This design comes from an exercise in tuning for small area on the open sky130 flow, not from production work. Where RTL was checked, it was by simulation tests only, not by an equivalence proof against the original.

==> try-umber: inputs <==
==> flow/design.v <==
module hdx_f32_tenths (
    input  wire [3:0] rem,       
    input  wire       din,       
    output wire [3:0] rem_next,  
    output wire       q          
);
    wire [4:0] r2 = {rem, din};
    assign q        = (r2 >= 5'd10);
    assign rem_next = q ? (r2[3:0] - 4'd10) : r2[3:0];
endmodule
module hdx_cmd (
    input  wire        clk,
    input  wire        rst,
    input  wire        tick,
    input  wire        pin_in,
    output wire        pin_out,
    output wire        pin_oe,
    output reg  [2:0]  radio_op,
    output reg  [31:0] radio_arg,
    output reg         radio_req,
    input  wire        radio_done,
    output reg         store_op,
    output wire [31:0] store_wfreq,
    output wire [15:0] store_wpower,
    output reg         store_req,
    input  wire        store_done,
    input  wire        store_found,
    input  wire [31:0] store_rfreq,
    input  wire [15:0] store_rpower,
    input  wire        store_ok,
    output reg  [1:0]  diag_code,
    output reg         diag_req,
    output wire        persist_err
);
    localparam [31:0] DEF_FREQ   = 32'h44590000;   
    localparam [15:0] DEF_POWER  = 16'd100;
    localparam [4:0] S_BOOT_LOAD   = 5'd0,
                     S_A0          = 5'd1,    
                     S_A1          = 5'd2,    
                     S_A2          = 5'd3,    
                     S_A3          = 5'd4,    
                     S_A4          = 5'd5,    
                     S_BOOT_REPORT = 5'd6,
                     S_IDLE        = 5'd7,
                     S_RX_SETTLE   = 5'd8,
                     S_WAIT_START  = 5'd9,
                     S_WAIT_RISE   = 5'd10,
                     S_SAMPLE      = 5'd11,
                     S_WAIT_FALL   = 5'd12,
                     S_BYTE_DONE   = 5'd13,
                     S_RX_DONE     = 5'd14,
                     S_VALIDATE    = 5'd15,
                     S_DISPATCH    = 5'd16,
                     S_SET_FREQ    = 5'd17,
                     S_SET_POWER   = 5'd18,
                     S_SET_SAVE    = 5'd19,
                     S_SET_DIAG    = 5'd20,
                     S_TX_SETTLE   = 5'd21,
                     S_TX_BIT      = 5'd22,
                     S_TX_GAP      = 5'd23,
                     S_SLEEP       = 5'd24;
    reg  [4:0]  st;
    reg  [16:0] cnt;         
    reg  [5:0]  scnt;        
    reg         prev;        
    reg  [2:0]  bitcnt;      
    reg         anyone;      
    reg  [8:0]  rxlen;       
    reg  [1:0]  cls;         
    reg  [15:0] power;       
    reg         dflt;        
    reg  [31:0] freq;        
    reg  [5:0]  dstep;       
    reg         dir_tx;
    reg         txd;
    reg         persist_err_r;
    assign pin_oe       = dir_tx;
    assign pin_out      = txd;
    assign store_wfreq  = freq;
    assign store_wpower = power;
    assign persist_err  = persist_err_r;
    wire hit_10000  = cnt[13] & cnt[10] & cnt[9] & cnt[8] & cnt[4];
    wire hit_100000 = cnt[16] & cnt[15] & cnt[10] & cnt[9] & cnt[7] & cnt[5];
    wire hit_58     = cnt[5] & cnt[4] & cnt[3] & cnt[1];
    wire hit_100    = cnt[6] & cnt[5] & cnt[2];
    wire shit_58    = scnt[5] & scnt[4] & scnt[3] & scnt[1];
    wire in_rx = (st == S_WAIT_START) | (st == S_WAIT_RISE) | (st == S_SAMPLE) |
                 (st == S_WAIT_FALL) | (st == S_BYTE_DONE);
    reg  cnt_run;
    always @* begin
        case (st)
            S_RX_SETTLE, S_TX_SETTLE: cnt_run = ~hit_10000;
            S_TX_BIT:                 cnt_run = ~hit_58;
            S_TX_GAP:                 cnt_run = ~hit_100;
            S_SLEEP:                  cnt_run = 1'b1;
            default:                  cnt_run = in_rx;
        endcase
    end
    always @(posedge clk) begin
        if (cnt_run)
            cnt <= cnt + {16'd0, tick & ~hit_100000};
        else
            cnt <= {16'd0, tick};
        if (st == S_SAMPLE)
            scnt <= scnt + {5'd0, tick};
        else
            scnt <= {5'd0, tick};
    end
    wire sample   = (st == S_SAMPLE) & tick & shit_58;
    wire [7:0] rx_byte = power[15:8];
    wire idx_0    = (rxlen == 9'd0);
    wire idx_2    = (rxlen == 9'd2);
    wire idx_6    = (rxlen == 9'd6);
    wire in_pw    = (rxlen < 9'd5);
    wire in_fr    = (rxlen == 9'd5) | (rxlen == 9'd6);
    wire len_lt6  = (rxlen < 9'd6);
    wire len_ge8  = |rxlen[8:3];
    wire len_ge7  = len_ge8 | (rxlen[2:0] == 3'd7);
    wire div_on   = (dstep != 6'd63) & (st != S_TX_BIT) & (st != S_TX_GAP);
    wire late     = dstep[5] | dstep[4];
    wire div_stop = late & freq[23];
    wire lead_pat = ~freq[23] & (freq[22] | (~freq[21] & freq[20]));
    wire din      = late ? lead_pat : freq[27];
    wire [3:0] rem_next;
    wire       qbit;
    hdx_f32_tenths u_step (
        .rem      (freq[31:28]),
        .din      (din),
        .rem_next (rem_next),
        .q        (qbit)
    );
    wire [7:0] bexp = 8'd166 - {2'd0, dstep};
    wire [31:0] tx_rom = 32'h01_20_02_EE;
    wire [4:0] tx_next = dstep[4:0] + 5'd1;
    always @* begin
        radio_req = 1'b0;
        radio_op  = 3'd0;
        radio_arg = 32'd0;
        store_req = 1'b0;
        store_op  = 1'b0;
        diag_req  = 1'b0;
        diag_code = 2'd0;
        case (st)
            S_BOOT_LOAD: begin
                store_req = 1'b1;
            end
            S_A0: begin
                radio_req = 1'b1;
                radio_arg = dflt ? DEF_FREQ : freq;
            end
            S_SET_FREQ: begin
                radio_req = 1'b1;
                radio_arg = freq;
            end
            S_A1: begin
                radio_req = 1'b1;
                radio_op  = 3'd1;
                radio_arg = {16'd0, dflt ? DEF_POWER : power};
            end
            S_SET_POWER: begin
                radio_req = 1'b1;
                radio_op  = 3'd1;
                radio_arg = {16'd0, power};
            end
            S_A2: begin
                radio_req = 1'b1;
                radio_op  = 3'd2;
                radio_arg = 32'd7;
            end
            S_A3: begin
                radio_req = 1'b1;
                radio_op  = 3'd3;
                radio_arg = 32'd125000;
            end
            S_A4: begin
                radio_req = 1'b1;
                radio_op  = 3'd4;
                radio_arg = 32'd5;
            end
            S_BOOT_REPORT: begin
                diag_req  = 1'b1;
                diag_code = 2'd1;
            end
            S_VALIDATE: begin
                if (len_lt6 | (cls == 2'b00)) begin
                    diag_req  = 1'b1;
                    diag_code = 2'd2;
                end
            end
            S_SET_SAVE: begin
                store_req = 1'b1;
                store_op  = 1'b1;
            end
            S_SET_DIAG: begin
                diag_req  = 1'b1;
                diag_code = 2'd3;
            end
            default: ;
        endcase
    end
    always @(posedge clk) begin
        prev <= (st == S_WAIT_START) & (tick ? pin_in : prev);
        if (rst) begin
            st            <= S_BOOT_LOAD;
            dir_tx        <= 1'b0;
            txd           <= 1'b1;
            persist_err_r <= 1'b0;
            dstep         <= 6'd63;
        end else begin
            if (div_on) begin
                if (div_stop) begin
                    freq[31:23] <= {1'b0, bexp};
                    dstep       <= 6'd63;
                end else begin
                    freq  <= {rem_next, freq[26:0], qbit};
                    dstep <= dstep + 6'd1;
                end
            end
            case (st)
                S_BOOT_LOAD: begin
                    if (store_done) begin
                        freq  <= store_rfreq;
                        power <= store_rpower;
                        dflt  <= ~store_found;
                        st <= S_A0;
                    end
                end
                S_A0: if (radio_done) st <= S_A1;
                S_A1: if (radio_done) st <= S_A2;
                S_A2: if (radio_done) st <= S_A3;
                S_A3: if (radio_done) st <= S_A4;
                S_A4: if (radio_done) st <= S_BOOT_REPORT;
                S_BOOT_REPORT: st <= S_IDLE;
                S_IDLE: begin
                    rxlen  <= 9'd0;
                    dir_tx <= 1'b0;
                    st     <= S_RX_SETTLE;
                end
                S_RX_SETTLE: begin
                    if (hit_10000)
                        st <= S_WAIT_START;
                end
                S_WAIT_START: begin
                    if (hit_100000) begin
                        st <= S_RX_DONE;
                    end else if (tick & prev & ~pin_in) begin
                        bitcnt <= 3'd0;
                        anyone <= 1'b0;
                        st <= S_WAIT_RISE;
                    end
                end
                S_WAIT_RISE: begin
                    if (tick & pin_in)
                        st <= S_SAMPLE;
                end
                S_SAMPLE: begin
                    if (tick & shit_58) begin
                        bitcnt <= bitcnt + 3'd1;
                        anyone <= anyone | pin_in;
                        if (in_pw)
                            power <= {pin_in, power[15:1]};
                        if (in_fr)
                            freq <= {1'b0, pin_in, freq[30:16], 1'b0, freq[14:1]};
                        st <= S_WAIT_FALL;
                    end
                end
                S_WAIT_FALL: begin
                    if (tick & ~pin_in)
                        st <= (bitcnt == 3'd0) ? S_BYTE_DONE : S_WAIT_RISE;
                end
                S_BYTE_DONE: begin
                    if (rxlen[8]) begin
                        st <= S_RX_DONE;
                    end else begin
                        rxlen <= rxlen + 9'd1;
                        if (idx_0)
                            cls <= (rx_byte == 8'hEE) ? 2'b11 : 2'b00;
                        if (idx_2 & (cls != 2'b00))
                            cls <= (rx_byte == 8'h10) ? 2'b01 :
                                   (rx_byte == 8'h20) ? 2'b10 : 2'b11;
                        if (idx_6)
                            dstep <= 6'd3;
                        if (len_ge7 & ~anyone)
                            st <= S_RX_DONE;
                        else
                            st <= S_WAIT_START;
                    end
                end
                S_RX_DONE: begin
                    st <= (rxlen == 9'd0) ? S_SLEEP : S_VALIDATE;
                end
                S_VALIDATE: begin
                    st <= (len_lt6 | (cls == 2'b00)) ? S_SLEEP : S_DISPATCH;
                end
                S_DISPATCH: begin
                    if (cls == 2'b01)
                        st <= len_ge8 ? S_SET_FREQ : S_SLEEP;
                    else if (cls == 2'b10) begin
                        dir_tx <= 1'b1;
                        st     <= S_TX_SETTLE;
                    end else
                        st <= S_SLEEP;
                end
                S_SET_FREQ:  if (radio_done) st <= S_SET_POWER;
                S_SET_POWER: if (radio_done) st <= S_SET_SAVE;
                S_SET_SAVE: begin
                    if (store_done) begin
                        if (store_ok) begin
                            st <= S_SLEEP;
                        end else begin
                            persist_err_r <= 1'b1;
                            st            <= S_SET_DIAG;
                        end
                    end
                end
                S_SET_DIAG: st <= S_SLEEP;
                S_TX_SETTLE: begin
                    if (hit_10000) begin
                        dstep <= 6'd0;
                        txd   <= tx_rom[0];
                        st    <= S_TX_BIT;
                    end
                end
                S_TX_BIT: begin
                    if (hit_58) begin
                        dstep <= {dstep[5], tx_next};
                        if (dstep[2:0] == 3'd7)
                            st <= S_TX_GAP;
                        else
                            txd <= tx_rom[tx_next];
                    end
                end
                S_TX_GAP: begin
                    if (hit_100) begin
                        if (dstep[4:3] == 2'd0) begin
                            st <= S_SLEEP;
                        end else begin
                            txd <= tx_rom[dstep[4:0]];
                            st  <= S_TX_BIT;
                        end
                    end
                end
                S_SLEEP: begin
                    if (hit_100000)
                        st <= S_IDLE;
                end
                default: st <= S_BOOT_LOAD;
            endcase
        end
    end
endmodule
==> flow/flow/run.sh <==
#!/bin/bash
# Standard ORFS layout with smaller port buffers and a lighter clock tree.
export BUFFER_PORTS_ARGS="-buffer_cell sky130_fd_sc_hd__buf_1"
export CTS_ARGS="-sink_clustering_enable -repair_clock_nets -dont_use_dummy_load -buf_list sky130_fd_sc_hd__clkbuf_8 -sink_clustering_size 50 -sink_clustering_max_diameter 200"
bash standard.sh > standard.log 2>&1
==> flow/standard.sh <==
#!/bin/bash
# synth_recipe.tcl (not shown) runs the flow's synth.tcl, then flattens the netlist and writes it again
# the make line also repeats each setting of config.mk as NAME=value (left out here)
make -C /OpenROAD-flow-scripts/flow DESIGN_CONFIG=/design/flow/config.mk WORK_HOME=/design/flow/orfs CLKGATE_MAP_FILE= SYNTH_SCRIPT=/design/flow/synth_recipe.tcl "${@:-finish}"
==> flow/config.mk <==
export PLATFORM = sky130hd
export DESIGN_NAME = hdx_cmd
export DESIGN_NICKNAME = hdx_cmd
export VERILOG_FILES = /design/flow/design.v
export SDC_FILE = /design/flow/constraint.sdc
export NUM_CORES = 4
export LEC_CHECK = 0
export ABC_AREA = 1
export CAP_MARGIN = 20
export CORE_MARGIN = 2
export CORE_UTILIZATION = 60
export SLEW_MARGIN = 20
==> flow/constraint.sdc <==
create_clock -name core_clock -period 25.0 [get_ports {clk}]
set_input_delay 5.0000 -clock core_clock [delete_from_list [all_inputs] [get_ports {clk}]]
set_output_delay 5.0000 -clock core_clock [all_outputs]
set_load 0.01 [all_outputs]
==> try-onyx (differences from try-umber) <==
--- a/flow/design.v
+++ b/flow/design.v
@@ -65,8 +65,6 @@
     reg         prev;        
-    reg  [2:0]  bitcnt;      
-    reg         anyone;      
+    reg  [8:0]  sh;          
     reg  [8:0]  rxlen;       
     reg  [1:0]  cls;         
-    reg  [15:0] power;       
-    reg         dflt;        
+    reg  [15:0] power;
     reg  [31:0] freq;        
@@ -109,3 +107,3 @@
     wire sample   = (st == S_SAMPLE) & tick & shit_58;
-    wire [7:0] rx_byte = power[15:8];
+    wire [7:0] rx_byte = sh[8:1];
     wire idx_0    = (rxlen == 9'd0);
@@ -113,3 +111,3 @@
     wire idx_6    = (rxlen == 9'd6);
-    wire in_pw    = (rxlen < 9'd5);
+    wire in_pw    = (rxlen == 9'd3) | (rxlen == 9'd4);
     wire in_fr    = (rxlen == 9'd5) | (rxlen == 9'd6);
@@ -146,7 +144,3 @@
             end
-            S_A0: begin
-                radio_req = 1'b1;
-                radio_arg = dflt ? DEF_FREQ : freq;
-            end
-            S_SET_FREQ: begin
+            S_A0, S_SET_FREQ: begin
                 radio_req = 1'b1;
@@ -154,8 +148,3 @@
             end
-            S_A1: begin
-                radio_req = 1'b1;
-                radio_op  = 3'd1;
-                radio_arg = {16'd0, dflt ? DEF_POWER : power};
-            end
-            S_SET_POWER: begin
+            S_A1, S_SET_POWER: begin
                 radio_req = 1'b1;
@@ -221,5 +210,9 @@
                     if (store_done) begin
-                        freq  <= store_rfreq;
-                        power <= store_rpower;
-                        dflt  <= ~store_found;
+                        if (store_found) begin
+                            freq  <= store_rfreq;
+                            power <= store_rpower;
+                        end else begin
+                            freq  <= DEF_FREQ;
+                            power <= DEF_POWER;
+                        end
                         st <= S_A0;
@@ -246,4 +239,3 @@
                     end else if (tick & prev & ~pin_in) begin
-                        bitcnt <= 3'd0;
-                        anyone <= 1'b0;
+                        sh <= 9'h100;
                         st <= S_WAIT_RISE;
@@ -257,4 +249,3 @@
                     if (tick & shit_58) begin
-                        bitcnt <= bitcnt + 3'd1;
-                        anyone <= anyone | pin_in;
+                        sh <= {pin_in, sh[8:1]};
                         if (in_pw)
@@ -268,3 +259,3 @@
                     if (tick & ~pin_in)
-                        st <= (bitcnt == 3'd0) ? S_BYTE_DONE : S_WAIT_RISE;
+                        st <= sh[0] ? S_BYTE_DONE : S_WAIT_RISE;
                 end
@@ -282,3 +273,3 @@
                             dstep <= 6'd3;
-                        if (len_ge7 & ~anyone)
+                        if (len_ge7 & (rx_byte == 8'h00))
                             st <= S_RX_DONE;
==> flow/flow/run.sh (replaced) <==
#!/bin/bash
# Standard ORFS layout, except that the port buffers are the smallest
# buffer cell instead of the one buffer_ports picks by default.
export BUFFER_PORTS_ARGS="-buffer_cell sky130_fd_sc_hd__buf_1"
bash standard.sh > standard.log 2>&1
Settings changed: ABC_AREA 1 to unset, CORE_UTILIZATION 60 to 40.
==> try-violet (differences from try-umber) <==
--- a/flow/design.v
+++ b/flow/design.v
@@ -65,8 +65,6 @@
     reg         prev;        
-    reg  [2:0]  bitcnt;      
-    reg         anyone;      
+    reg  [8:0]  sh;          
     reg  [8:0]  rxlen;       
     reg  [1:0]  cls;         
-    reg  [15:0] power;       
-    reg         dflt;        
+    reg  [15:0] power;
     reg  [31:0] freq;        
@@ -109,3 +107,3 @@
     wire sample   = (st == S_SAMPLE) & tick & shit_58;
-    wire [7:0] rx_byte = power[15:8];
+    wire [7:0] rx_byte = sh[8:1];
     wire idx_0    = (rxlen == 9'd0);
@@ -113,3 +111,3 @@
     wire idx_6    = (rxlen == 9'd6);
-    wire in_pw    = (rxlen < 9'd5);
+    wire in_pw    = (rxlen == 9'd3) | (rxlen == 9'd4);
     wire in_fr    = (rxlen == 9'd5) | (rxlen == 9'd6);
@@ -146,7 +144,3 @@
             end
-            S_A0: begin
-                radio_req = 1'b1;
-                radio_arg = dflt ? DEF_FREQ : freq;
-            end
-            S_SET_FREQ: begin
+            S_A0, S_SET_FREQ: begin
                 radio_req = 1'b1;
@@ -154,8 +148,3 @@
             end
-            S_A1: begin
-                radio_req = 1'b1;
-                radio_op  = 3'd1;
-                radio_arg = {16'd0, dflt ? DEF_POWER : power};
-            end
-            S_SET_POWER: begin
+            S_A1, S_SET_POWER: begin
                 radio_req = 1'b1;
@@ -221,5 +210,9 @@
                     if (store_done) begin
-                        freq  <= store_rfreq;
-                        power <= store_rpower;
-                        dflt  <= ~store_found;
+                        if (store_found) begin
+                            freq  <= store_rfreq;
+                            power <= store_rpower;
+                        end else begin
+                            freq  <= DEF_FREQ;
+                            power <= DEF_POWER;
+                        end
                         st <= S_A0;
@@ -246,4 +239,3 @@
                     end else if (tick & prev & ~pin_in) begin
-                        bitcnt <= 3'd0;
-                        anyone <= 1'b0;
+                        sh <= 9'h100;
                         st <= S_WAIT_RISE;
@@ -257,4 +249,3 @@
                     if (tick & shit_58) begin
-                        bitcnt <= bitcnt + 3'd1;
-                        anyone <= anyone | pin_in;
+                        sh <= {pin_in, sh[8:1]};
                         if (in_pw)
@@ -268,3 +259,3 @@
                     if (tick & ~pin_in)
-                        st <= (bitcnt == 3'd0) ? S_BYTE_DONE : S_WAIT_RISE;
+                        st <= sh[0] ? S_BYTE_DONE : S_WAIT_RISE;
                 end
@@ -282,3 +273,3 @@
                             dstep <= 6'd3;
-                        if (len_ge7 & ~anyone)
+                        if (len_ge7 & (rx_byte == 8'h00))
                             st <= S_RX_DONE;
==> flow/run.sh (new file) <==
#!/bin/bash
# synth_recipe.tcl (not shown) runs the flow's synth.tcl, then flattens the netlist and writes it again
# the make line also repeats each setting of config.mk as NAME=value (left out here)
make -C /OpenROAD-flow-scripts/flow DESIGN_CONFIG=/design/flow/config.mk WORK_HOME=/design/flow/orfs CLKGATE_MAP_FILE= SYNTH_SCRIPT=/design/flow/synth_recipe.tcl finish
Settings changed: ABC_AREA 1 to unset, CORE_UTILIZATION 60 to 40.
removed: flow/flow/run.sh
removed: flow/standard.sh
==> flow_summary.json <==
{
  "yosys.area_share.adder_pct": 2.818,
  "syn_to_final_growth_pct": 11.55,
  "tightestPinTransition_ps": 834.3,
  "fin_util_pct": 68.54,
  "synth.top_cells.by_count": "nand2_1 (251), inv_1 (122), nor2_1 (119), edfxtp_1 (64), o211ai_1 (59)",
  "outcome": "no timing/DRC/antenna violations",
  "syn_avg_cell_area_um2": 7.169,
  "avgViaCountPerCell": 5.712
}
(the above is from try-umber)
==> flow_summary.json <==
{
  "outcome": "no timing/DRC/antenna violations",
  "synth_nets": 820,
  "syn_to_final_growth_pct": 14.36,
  "worstPathRequired_ps": 20000,
  "syn_avg_cell_area_um2": 9.037,
  "yosys.area_share.adder_pct": 2.397,
  "avgViaCountPerCell": 5.775,
  "tightestPinTransition_ps": 1150,
  "fin_util_pct": 46.80,
  "synth.top_cells.by_count": "nand2_1 (76), nor2_1 (73), edfxtp_1 (68), nand3_1 (46), o21ai_0 (41)",
  "yosysWarnings": 1,
  "die-area_mm2": 0.01802,
  "path_depth": 5,
  "gp_congestion": 0.9109
}
(the above is from try-onyx)
==> flow_summary.json <==
{
  "synth_edf_count": 68,
  "hold_buffers": 0,
  "tightestPinTransition_ps": 1114,
  "synth_compound_area_share_pct": 19.14,
  "fin_util_pct": 52.29,
  "synth.top_cells.by_count": "nand2_1 (76), nor2_1 (73), edfxtp_1 (68), nand3_1 (46), o21ai_0 (41)",
  "top_register": "freq",
  "port_buffers": 147,
  "outcome": "no timing/DRC/antenna violations",
  "syn_to_final_growth_pct": 27.78,
  "avgViaCountPerCell": 5.881,
  "yosys.area_share.adder_pct": 2.397,
  "cts_tree": "built"
}
(the above is from try-violet)
For try-umber, only the layout was checked, not whether the RTL still works.

port drivers added, routing unchanged:
The results above use ideal ports. As a check the final layouts listed here were re-extracted and re-timed, cells and wires unchanged. Step 1, drivers: a clkbuf_16 drives clk and a buf_2 each remaining input, both assumed. Step 2 adds t to the input delays and takes it off the output delays; t is the mean of the earliest and latest rising clock arrival at the registers after step 1. Input paths then give back, and output paths get back, about the clock's delay inside the block. a / b / c = ideal / step 1 / step 2; a / b = the first two.
| run | shift t [ns] | setup slack, ns | worst register clock-pin slew, ns | pins driven straight from the clock port |
|---|---|---|---|---|
| try-umber | 0.403 | 17.598 / 17.566 / 17.847 | 0.10 / 0.10 | 1 |
| try-onyx | 0.398 | 17.002 / 16.958 / 17.355 | 0.08 / 0.08 | 1 |
| try-violet | 0.405 | 16.582 / 16.535 / 16.940 | 0.08 / 0.08 | 1 |
After both steps setup and hold are still met in every run listed.
